What follows belongs to an exercise in optimizing a design on an open flow for small area; a production flow would make more cautious choices.
For this run, only the layout was checked, not whether the RTL still works.

--- flow/design.v ---
`timescale 1ns/1ps
module luxcp_to_lux (
    input  wire [15:0] raw,
    output reg  [31:0] lux
);
    reg [26:0] n;         
    reg [4:0]  len;       
    reg [26:0] nn;        
    reg [31:0] q;         
    reg [23:0] sig;
    reg        rnd;
    reg [24:0] sig_r;     
    reg [8:0]  bexp;
    integer i;
    always @* begin
        n = {11'd0, raw[11:0]} << raw[15:12];
        len = 5'd0;
        for (i = 0; i < 27; i = i + 1)
            if (n[i]) len = i[4:0] + 5'd1;
        nn = n << (5'd27 - len);
        q = {nn, 5'b00000} / 32'd100;
        if (q[25]) begin
            sig  = q[25:2];
            rnd  = q[1];
            bexp = {4'd0, len} + 9'd120;    
        end else begin
            sig  = q[24:1];
            rnd  = q[0];
            bexp = {4'd0, len} + 9'd119;    
        end
        sig_r = {1'b0, sig} + {24'd0, rnd};
        if (sig_r[24]) begin
            sig_r = sig_r >> 1;
            bexp  = bexp + 9'd1;
        end
        if (n == 27'd0)
            lux = 32'h0000_0000;
        else
            lux = {1'b0, bexp[7:0], sig_r[22:0]};
    end
endmodule
module luxcp_from_lux (
    input  wire [31:0] lux,
    output reg  [15:0] raw
);
    wire        sign = lux[31];
    wire [7:0]  bexp = lux[30:23];
    wire [22:0] frac = lux[22:0];
    reg [23:0] sig;
    reg [7:0]  s;         
    reg [31:0] p;         
    reg [31:0] n;         
    reg [4:0]  len;
    reg [4:0]  e;
    reg [31:0] m;
    integer i;
    always @* begin
        if (bexp == 8'd0) begin
            sig = {1'b0, frac};
            s   = 8'd149;
        end else begin
            sig = {1'b1, frac};
            s   = 8'd150 - bexp;
        end
        p = {8'd0, sig} * 32'd100;
        if (s >= 8'd32)
            n = 32'd0;
        else
            n = (p + (32'd1 << (s - 8'd1))) >> s;
        len = 5'd0;
        for (i = 0; i < 32; i = i + 1)
            if (n[i]) len = i[4:0] + 5'd1;
        if (len > 5'd12)
            e = len - 5'd12;
        else
            e = 5'd0;
        if (e > 5'd15)
            e = 5'd15;
        m = n >> e;
        if (m > 32'd4095)
            m = 32'd4095;
        if (bexp == 8'hFF && frac != 23'd0)
            raw = 16'h0000;                  
        else if (sign)
            raw = 16'h0000;                  
        else if (bexp >= 8'd148)
            raw = 16'hFFFF;                  
        else
            raw = {e[3:0], m[11:0]};
    end
endmodule
`timescale 1ns/1ps
module luxcp #(
    parameter [7:0] CMD_RESULT          = 8'h00,
    parameter [7:0] CMD_CONFIG          = 8'h01,
    parameter [7:0] CMD_LOW_LIMIT       = 8'h02,
    parameter [7:0] CMD_HIGH_LIMIT      = 8'h03,
    parameter [7:0] CMD_MANUFACTURER_ID = 8'h7E,
    parameter [7:0] CMD_DEVICE_ID       = 8'h7F,
    parameter [7:0] POLL_MAX_ATTEMPTS   = 8'd250
) (
    input  wire        clk,
    input  wire        rst,
    input  wire [6:0]  cfg_addr,
    input  wire        req_valid,
    output wire        req_ready,
    input  wire [3:0]  req_op,
    input  wire [31:0] req_arg,
    output reg         rsp_valid,
    input  wire        rsp_ready,
    output reg  [31:0] rsp_value,
    output reg  [1:0]  rsp_err_class,
    output reg  [15:0] rsp_err_code,
    output wire        busy,
    output wire [6:0]  st_addr,
    output reg  [31:0] st_result_lux,
    output reg  [31:0] st_high_lux,
    output reg  [31:0] st_low_lux,
    output reg  [17:0] st_result_err,
    output reg  [17:0] st_high_err,
    output reg  [17:0] st_low_err,
    output reg  [15:0] st_config,
    output reg         tp_req,
    output reg  [2:0]  tp_prim,
    output wire [6:0]  tp_addr,
    output reg  [7:0]  tp_wdata,
    input  wire        tp_ack,
    input  wire [7:0]  tp_rdata
);
    localparam [3:0] OP_RD_MANUFACTURER_ID = 4'h1,
                     OP_RD_DEVICE_ID       = 4'h2,
                     OP_RD_CONFIG          = 4'h3,
                     OP_RD_RESULT          = 4'h4,
                     OP_RD_HIGH_LIMIT      = 4'h5,
                     OP_RD_LOW_LIMIT       = 4'h6,
                     OP_WR_CONFIG          = 4'h7,
                     OP_WR_HIGH_LIMIT      = 4'h8,
                     OP_WR_LOW_LIMIT       = 4'h9,
                     OP_CVT_RAW2LUX        = 4'hA,
                     OP_CVT_LUX2RAW        = 4'hB;
    localparam [2:0] P_BEGIN   = 3'd0,
                     P_WRITE   = 3'd1,
                     P_END     = 3'd2,
                     P_REQUEST = 3'd3,
                     P_AVAIL   = 3'd4,
                     P_READ    = 3'd5,
                     P_DELAY   = 3'd6;
    localparam [1:0] E_NONE = 2'd0, E_TIMEOUT = 2'd1, E_TRANSPORT = 2'd2;
    localparam [3:0] S_IDLE    = 4'd0,
                     S_DECODE  = 4'd1,
                     S_BEGIN   = 4'd2,
                     S_CMD     = 4'd3,
                     S_DHI     = 4'd4,
                     S_DLO     = 4'd5,
                     S_END     = 4'd6,
                     S_REQ     = 4'd7,
                     S_AVAIL   = 4'd8,
                     S_DELAY   = 4'd9,
                     S_READ0   = 4'd10,
                     S_READ1   = 4'd11,
                     S_FINISH  = 4'd12,
                     S_DONE    = 4'd13;
    reg [3:0]  state;
    reg [6:0]  addr;
    reg [3:0]  op;
    reg [31:0] arg;
    reg [15:0] raw;
    reg [7:0]  attempt;
    reg [1:0]  err_class;
    reg [15:0] err_code;
    assign req_ready = (state == S_IDLE) && !rst;
    assign busy      = (state != S_IDLE);
    assign st_addr   = addr;
    assign tp_addr   = addr;
    wire op_is_write = (op == OP_WR_CONFIG) || (op == OP_WR_HIGH_LIMIT) ||
                       (op == OP_WR_LOW_LIMIT);
    wire op_is_bus   = (op >= OP_RD_MANUFACTURER_ID) && (op <= OP_WR_LOW_LIMIT);
    reg [7:0] cmd;
    always @* begin
        case (op)
            OP_RD_MANUFACTURER_ID: cmd = CMD_MANUFACTURER_ID;
            OP_RD_DEVICE_ID:       cmd = CMD_DEVICE_ID;
            OP_RD_CONFIG:          cmd = CMD_CONFIG;
            OP_WR_CONFIG:          cmd = CMD_CONFIG;
            OP_RD_RESULT:          cmd = CMD_RESULT;
            OP_RD_HIGH_LIMIT:      cmd = CMD_HIGH_LIMIT;
            OP_WR_HIGH_LIMIT:      cmd = CMD_HIGH_LIMIT;
            OP_RD_LOW_LIMIT:       cmd = CMD_LOW_LIMIT;
            OP_WR_LOW_LIMIT:       cmd = CMD_LOW_LIMIT;
            default:               cmd = 8'h00;
        endcase
    end
    wire [31:0] lux_of_raw;
    wire [15:0] raw_of_lux;
    luxcp_to_lux   u_to_lux   (.raw(raw), .lux(lux_of_raw));
    luxcp_from_lux u_from_lux (.lux(arg), .raw(raw_of_lux));
    wire [15:0] wr_value = (op == OP_WR_CONFIG) ? arg[15:0] : raw_of_lux;
    wire [15:0] status_code = 16'd0 - ({8'd0, tp_rdata} * 16'd10);
    always @* begin
        tp_req   = 1'b0;
        tp_prim  = P_BEGIN;
        tp_wdata = 8'h00;
        case (state)
            S_BEGIN: begin tp_req = 1'b1; tp_prim = P_BEGIN; end
            S_CMD:   begin tp_req = 1'b1; tp_prim = P_WRITE; tp_wdata = cmd; end
            S_DHI:   begin tp_req = 1'b1; tp_prim = P_WRITE; tp_wdata = wr_value[15:8]; end
            S_DLO:   begin tp_req = 1'b1; tp_prim = P_WRITE; tp_wdata = wr_value[7:0]; end
            S_END:   begin tp_req = 1'b1; tp_prim = P_END; end
            S_REQ:   begin tp_req = 1'b1; tp_prim = P_REQUEST; end
            S_AVAIL: begin tp_req = 1'b1; tp_prim = P_AVAIL; end
            S_DELAY: begin tp_req = 1'b1; tp_prim = P_DELAY; end
            S_READ0: begin tp_req = 1'b1; tp_prim = P_READ; end
            S_READ1: begin tp_req = 1'b1; tp_prim = P_READ; end
            default: ;
        endcase
    end
    always @(posedge clk) begin
        if (rst) begin
            state         <= S_IDLE;
            addr          <= cfg_addr;
            rsp_valid     <= 1'b0;
            st_result_lux <= 32'd0;
            st_high_lux   <= 32'd0;
            st_low_lux    <= 32'd0;
            st_result_err <= 18'd0;
            st_high_err   <= 18'd0;
            st_low_err    <= 18'd0;
            st_config     <= 16'd0;
        end else begin
            case (state)
                S_IDLE: begin
                    if (req_valid) begin
                        op    <= req_op;
                        arg   <= req_arg;
                        raw   <= req_arg[15:0];
                        state <= S_DECODE;
                    end
                end
                S_DECODE: begin
                    err_class <= E_NONE;
                    err_code  <= 16'd0;
                    if (op_is_bus)
                        state <= S_BEGIN;
                    else
                        state <= S_FINISH;      
                end
                S_BEGIN: if (tp_ack) state <= S_CMD;
                S_CMD:   if (tp_ack) state <= op_is_write ? S_DHI : S_END;
                S_DHI:   if (tp_ack) state <= S_DLO;
                S_DLO:   if (tp_ack) state <= S_END;
                S_END: begin
                    if (tp_ack) begin
                        if (tp_rdata != 8'd0) begin
                            err_class <= E_TRANSPORT;
                            err_code  <= status_code;
                            raw       <= 16'd0;
                            state     <= S_FINISH;
                        end else if (op_is_write) begin
                            state <= S_FINISH;
                        end else begin
                            state <= S_REQ;
                        end
                    end
                end
                S_REQ: begin
                    if (tp_ack) begin
                        attempt <= 8'd0;
                        state   <= S_AVAIL;
                    end
                end
                S_AVAIL: begin
                    if (tp_ack) begin
                        if (tp_rdata >= 8'd2) begin
                            state <= S_READ0;
                        end else begin
                            attempt <= attempt + 8'd1;
                            state   <= S_DELAY;
                        end
                    end
                end
                S_DELAY: begin
                    if (tp_ack) begin
                        if (attempt == POLL_MAX_ATTEMPTS) begin
                            err_class <= E_TIMEOUT;
                            err_code  <= 16'd0;
                            raw       <= 16'd0;
                            state     <= S_FINISH;
                        end else begin
                            state <= S_AVAIL;
                        end
                    end
                end
                S_READ0: begin
                    if (tp_ack) begin
                        raw[15:8] <= tp_rdata;
                        state     <= S_READ1;
                    end
                end
                S_READ1: begin
                    if (tp_ack) begin
                        raw[7:0] <= tp_rdata;
                        state    <= S_FINISH;
                    end
                end
                S_FINISH: begin
                    rsp_err_class <= err_class;
                    rsp_err_code  <= err_code;
                    rsp_value     <= 32'd0;
                    case (op)
                        OP_RD_MANUFACTURER_ID, OP_RD_DEVICE_ID:
                            rsp_value <= {16'd0, raw};
                        OP_RD_CONFIG: begin
                            rsp_value <= {16'd0, raw};
                            if (err_class == E_NONE)
                                st_config <= raw;
                        end
                        OP_RD_RESULT: begin
                            rsp_value     <= lux_of_raw;
                            st_result_lux <= lux_of_raw;
                            st_result_err <= {err_class, err_code};
                        end
                        OP_RD_HIGH_LIMIT: begin
                            rsp_value   <= lux_of_raw;
                            st_high_lux <= lux_of_raw;
                            st_high_err <= {err_class, err_code};
                        end
                        OP_RD_LOW_LIMIT: begin
                            rsp_value  <= lux_of_raw;
                            st_low_lux <= lux_of_raw;
                            st_low_err <= {err_class, err_code};
                        end
                        OP_CVT_RAW2LUX: rsp_value <= lux_of_raw;
                        OP_CVT_LUX2RAW: rsp_value <= {16'd0, raw_of_lux};
                        default:        rsp_value <= 32'd0;
                    endcase
                    rsp_valid <= 1'b1;
                    state     <= S_DONE;
                end
                S_DONE: begin
                    if (rsp_ready) begin
                        rsp_valid <= 1'b0;
                        state     <= S_IDLE;
                    end
                end
                default: state <= S_IDLE;
            endcase
        end
    end
endmodule
--- flow/run.sh ---
#!/bin/bash
# synth_recipe.tcl (not shown) runs the flow's synth.tcl, then flattens the netlist and writes it again
# the make line also repeats each setting of config.mk as NAME=value (left out here)
make -C /OpenROAD-flow-scripts/flow DESIGN_CONFIG=/design/flow/config.mk WORK_HOME=/design/flow/orfs CLKGATE_MAP_FILE= SYNTH_SCRIPT=/design/flow/synth_recipe.tcl finish
--- flow/config.mk ---
export PLATFORM = sky130hd
export DESIGN_NAME = luxcp
export DESIGN_NICKNAME = luxcp
export VERILOG_FILES = /design/flow/design.v
export SDC_FILE = /design/flow/constraint.sdc
export NUM_CORES = 4
export LEC_CHECK = 0
export CAP_MARGIN = 20
export CORE_MARGIN = 2
export CORE_UTILIZATION = 40
export SLEW_MARGIN = 20
--- flow/constraint.sdc ---
create_clock -name core_clock -period 30.0 [get_ports {clk}]
set_input_delay 6.0000 -clock core_clock [delete_from_list [all_inputs] [get_ports {clk}]]
set_output_delay 6.0000 -clock core_clock [all_outputs]
set_load 0.01 [all_outputs]
==> summary.txt <==
number of enable flip-flop cells after synthesis=126; clock buffer count from CTS=36; WHS Path Cells=2; worst relative slew slack=20.95%; Vias/cell=5.940; register-to-register setup slack=2.21 ns; Synth async-reset ratio=0%; number of clock sinks=285; maximum achievable frequency=35.99 MHz; via count=29710; wire length of the first global-routing pass=160500 um; required time of the worst setup path=30.44 ns; capture point of the worst path=rsp_value[7]; Layout area overhead=15.22%; total die area=76880 um2; share of the yosys chip area belonging to registers=23.32%; Max FO, Critical Path=32; reg2reg end=rsp_value[7]; antenna diode count=0; number of remaining DRC errors=0; most frequent cell on the critical path=sky130_fd_sc_hd__ha_1; setup repair after global routing missed its margin=false; via count of the first global-routing pass=27880; Final min period=27.79 ns; leading register cell type out of synthesis=sky130_fd_sc_hd__dfxtp_1; Synth warnings=3; Post CTS Setup Buffer Count=0; Avg Synthesized Cell Area=7.739 um2; clock latency of the later-clocked register in the worst-skew pair=0.57 ns; y dimension of the die=277.3 um; final net count=4237; GRT Total Usage=26.02%; startpoint of the worst register-to-register path=raw[12]; Pre-antenna DRT Iters=7; gpl congestion=0.9290; outcome=no timing/DRC/antenna violations; level count of the clock H-tree=2; post-route insts no fill=5002; clock tree buffer depth=3; element type at the critical path end=register; pin count of the biggest net entering global routing=86; origin of the worst min-delay path=st_result_err[5]; hold violation total from the final report=0; count of mapped cells out of synthesis=3860; Worst-Margin Slew=1.178 ns; total of max-cap violations=0; share of layout cells above drive strength 1=8.381%; Placement Setup Slack=2.276 ns; area inside the core boundary=74200 um2; type of origin of the critical path=register; Worst Hold Slack=0.4505 ns; fill cell total of the finished layout=7411; cell depth of the worst flop-to-flop path=88; residual antenna-violating net count after detailed routing=0; crit path setup slack, layout=2.215 ns; startpoint-to-endpoint class of the critical path=register to register; routed wire length per instance=20.85 um; Largest stage delay, worst path=0.90 ns; register bit count reported by yosys=285; distinct cell type count of the synthesized netlist=150; initial antenna violation count=0; TritonCTS clock tree=done; slowest stage cell on the critical path=sky130_fd_sc_hd__edfxtp_1; share of the clock period used by the worst path=92.62%; clock transition time at the flip-flop clock pins of the worst setup and hold paths=0.06 ns; detailed-placement wirelength estimate=78750 um; number of placed instances, taps included=4936; width of the die=277.3 um; Cell Rows=100; count of endpoints failing setup in the final report=0; cell at the root of the clock tree=sky130_fd_sc_hd__clkbuf_16; Worst Skew=0.02179 ns; Post-Synthesis Cell Area=29870 um2; initial core utilization=40.26%; crit path from=raw[12]; number of ports placed on the die boundary=301; aggregate negative setup slack=0 ns; signal arrival time at the worst endpoint=28.22 ns; post-detailed-routing wire length=104300 um; number of port buffers=292; count of routing violations after the opening detailed-route iteration=2565; final-report max-slew violation count=0; total global routing overflow=0; Hold WC Path Type=register to register
critical path, delay by kind of cell (launching register included):
kind / cells / cell delay [ns]
adder cells (fa/ha/maj): 6 / 1.83
XOR/XNOR: 3 / 1.01
buffers and inverters: 7 / 1.33
multiplexers: 4 / 1.67
flip-flops: 1 / 0.90
AND/OR/NAND/NOR: 21 / 5.36
AO/OA/AOI/OAI: 47 / 15.48
stage by stage:
step / util (%) / instance area [um2]
floorplan: - / 29900
detailed placement: 44.69 / 33160
global route: 46.39 / 34420
global placement: 44.69 / 33160
finish: 46.39 / 34420
CTS: 46.35 / 34390
cells in the mapped netlist (all sizes together), types with 33 or more instances:
| cell | n | area [um2] |
|---|---|---|
| a31oi | 38 | 259.0 |
| nor3 | 100 | 531.8 |
| nand2 | 586 | 2202 |
| o21ai | 185 | 940.9 |
| mux2i | 141 | 1443 |
| a21o | 42 | 325.3 |
| a21oi | 371 | 1906 |
| inv | 200 | 750.7 |
| o21bai | 43 | 326.6 |
| mux2 | 52 | 596.8 |
| ha | 155 | 1939 |
| and2 | 53 | 334.1 |
| or2 | 33 | 206.5 |
| dfxtp | 159 | 3183 |
| nor2 | 351 | 1325 |
| buf | 101 | 735.7 |
| nand3 | 103 | 535.5 |
| xnor2 | 96 | 863.3 |
| a211oi | 49 | 392.9 |
| o211ai | 55 | 426.7 |
| clkbuf | 137 | 554.3 |
| o21a | 42 | 315.3 |
| and3 | 38 | 237.7 |
| nand2b | 43 | 269.0 |
| edfxtp | 126 | 3784 |
routing by layer:
layer,part of all wire (%),wire length (um),GRT usage (%)
met2,43,45340,40.81
met5,0,0,0
met4,3.5,3651,9.002
met3,9.6,9978,7.580
met1,43,45330,34.02
timing repair:
action                                  CTS  global route
endpoints found under the setup margin    0            21
gates resized for setup                   0             2
hold buffers                              0             0
hold endpoints to repair                  0             0
how the worst min path moves through the flow:
stage / to
2_1_floorplan: rsp_err_code[10]
3_3_place_gp: st_result_err[16]
3_5_place_dp: st_high_lux[29]
4_1_cts: st_result_err[5]
5_1_grt: st_result_err[5]
6_report: st_result_err[5]
kinds of logic after synthesis:
| logic type | share of synthesized area, % |
|---|---|
| mux | 7.581 |
| compound gates | 28.10 |
| fa+ha+maj | 8.067 |
| flops | 23.32 |
| other cells | 0.01255 |
| xor+xnor | 3.745 |
| buf+inv | 6.903 |
| simple gates | 22.27 |
state kept, by name (all words and copies together) (netlist names), 8 cells and up:
| signal | flops |
|---|---|
| arg | 32 |
| rsp_value | 31 |
| st_high_lux | 31 |
| st_low_lux | 31 |
| st_result_lux | 31 |
| raw | 16 |
| st_config | 16 |
| st_high_err | 14 |
| st_low_err | 14 |
| st_result_err | 14 |
| err_code | 12 |
| rsp_err_code | 12 |
| attempt | 8 |
placed cells by master, fill, tap and decap left out, types with 54 or more instances in the layout:
cell type                         Yosys  routed
sky130_fd_sc_hd__a21oi_1            360     358
sky130_fd_sc_hd__clkdlybuf4s50_1      0     291
sky130_fd_sc_hd__dfxtp_1            159     159
sky130_fd_sc_hd__edfxtp_1           126     126
sky130_fd_sc_hd__ha_1               155     155
sky130_fd_sc_hd__inv_1              194     194
sky130_fd_sc_hd__mux2i_1            135     135
sky130_fd_sc_hd__nand2_1            585     584
sky130_fd_sc_hd__nand3_1             99      99
sky130_fd_sc_hd__nor2_1             348     346
sky130_fd_sc_hd__nor3_1              95      92
sky130_fd_sc_hd__o211ai_1            54      54
sky130_fd_sc_hd__o21ai_0            143     141
sky130_fd_sc_hd__xnor2_1             93      90
layout make-up:
type / count / area [um2] / share of cell area (%)
Timing Repair Buffer: 340 / 3284 / 9.543
Clock buffer: 49 / 1041 / 3.025
Clock inverter: 17 / 190.2 / 0.5526
Multi-Input combinational cell: 3142 / 20970 / 60.93
Sequential cell: 285 / 6967 / 20.24
Tap cell: 969 / 1212 / 3.523
Inverter: 200 / 750.7 / 2.181

==> separate check: timing with driven ports <==
Ports are ideal in the flow. The routed layout listed here was re-timed in OpenROAD. Step 1 (the two cells are an assumption about what drives the block):
set clk [get_ports {clk}]
set_driving_cell -lib_cell sky130_fd_sc_hd__clkbuf_16 $clk
set_driving_cell -lib_cell sky130_fd_sc_hd__buf_2 [delete_from_list [all_inputs] $clk]
Step 2 times the ports against the registers' clock, not the clock port: input delays grow and output delays shrink by t, the midpoint of the rising clock arrivals with the driver on. Three values: ideal, step 1, step 2; two values: the first two.
t, ns: 0.634
setup slack, ns: 2.215 / 2.215 / 2.215
worst register clock-pin slew, ns: 0.06 / 0.06
worst data-port slew with drivers (ns): 0.08
pins driven straight from the clock port: 1
After both steps this run still meets setup and hold. For this run, drivers alone change the setup slack by 0.000 ns; drivers and shift together by 0.000 ns.
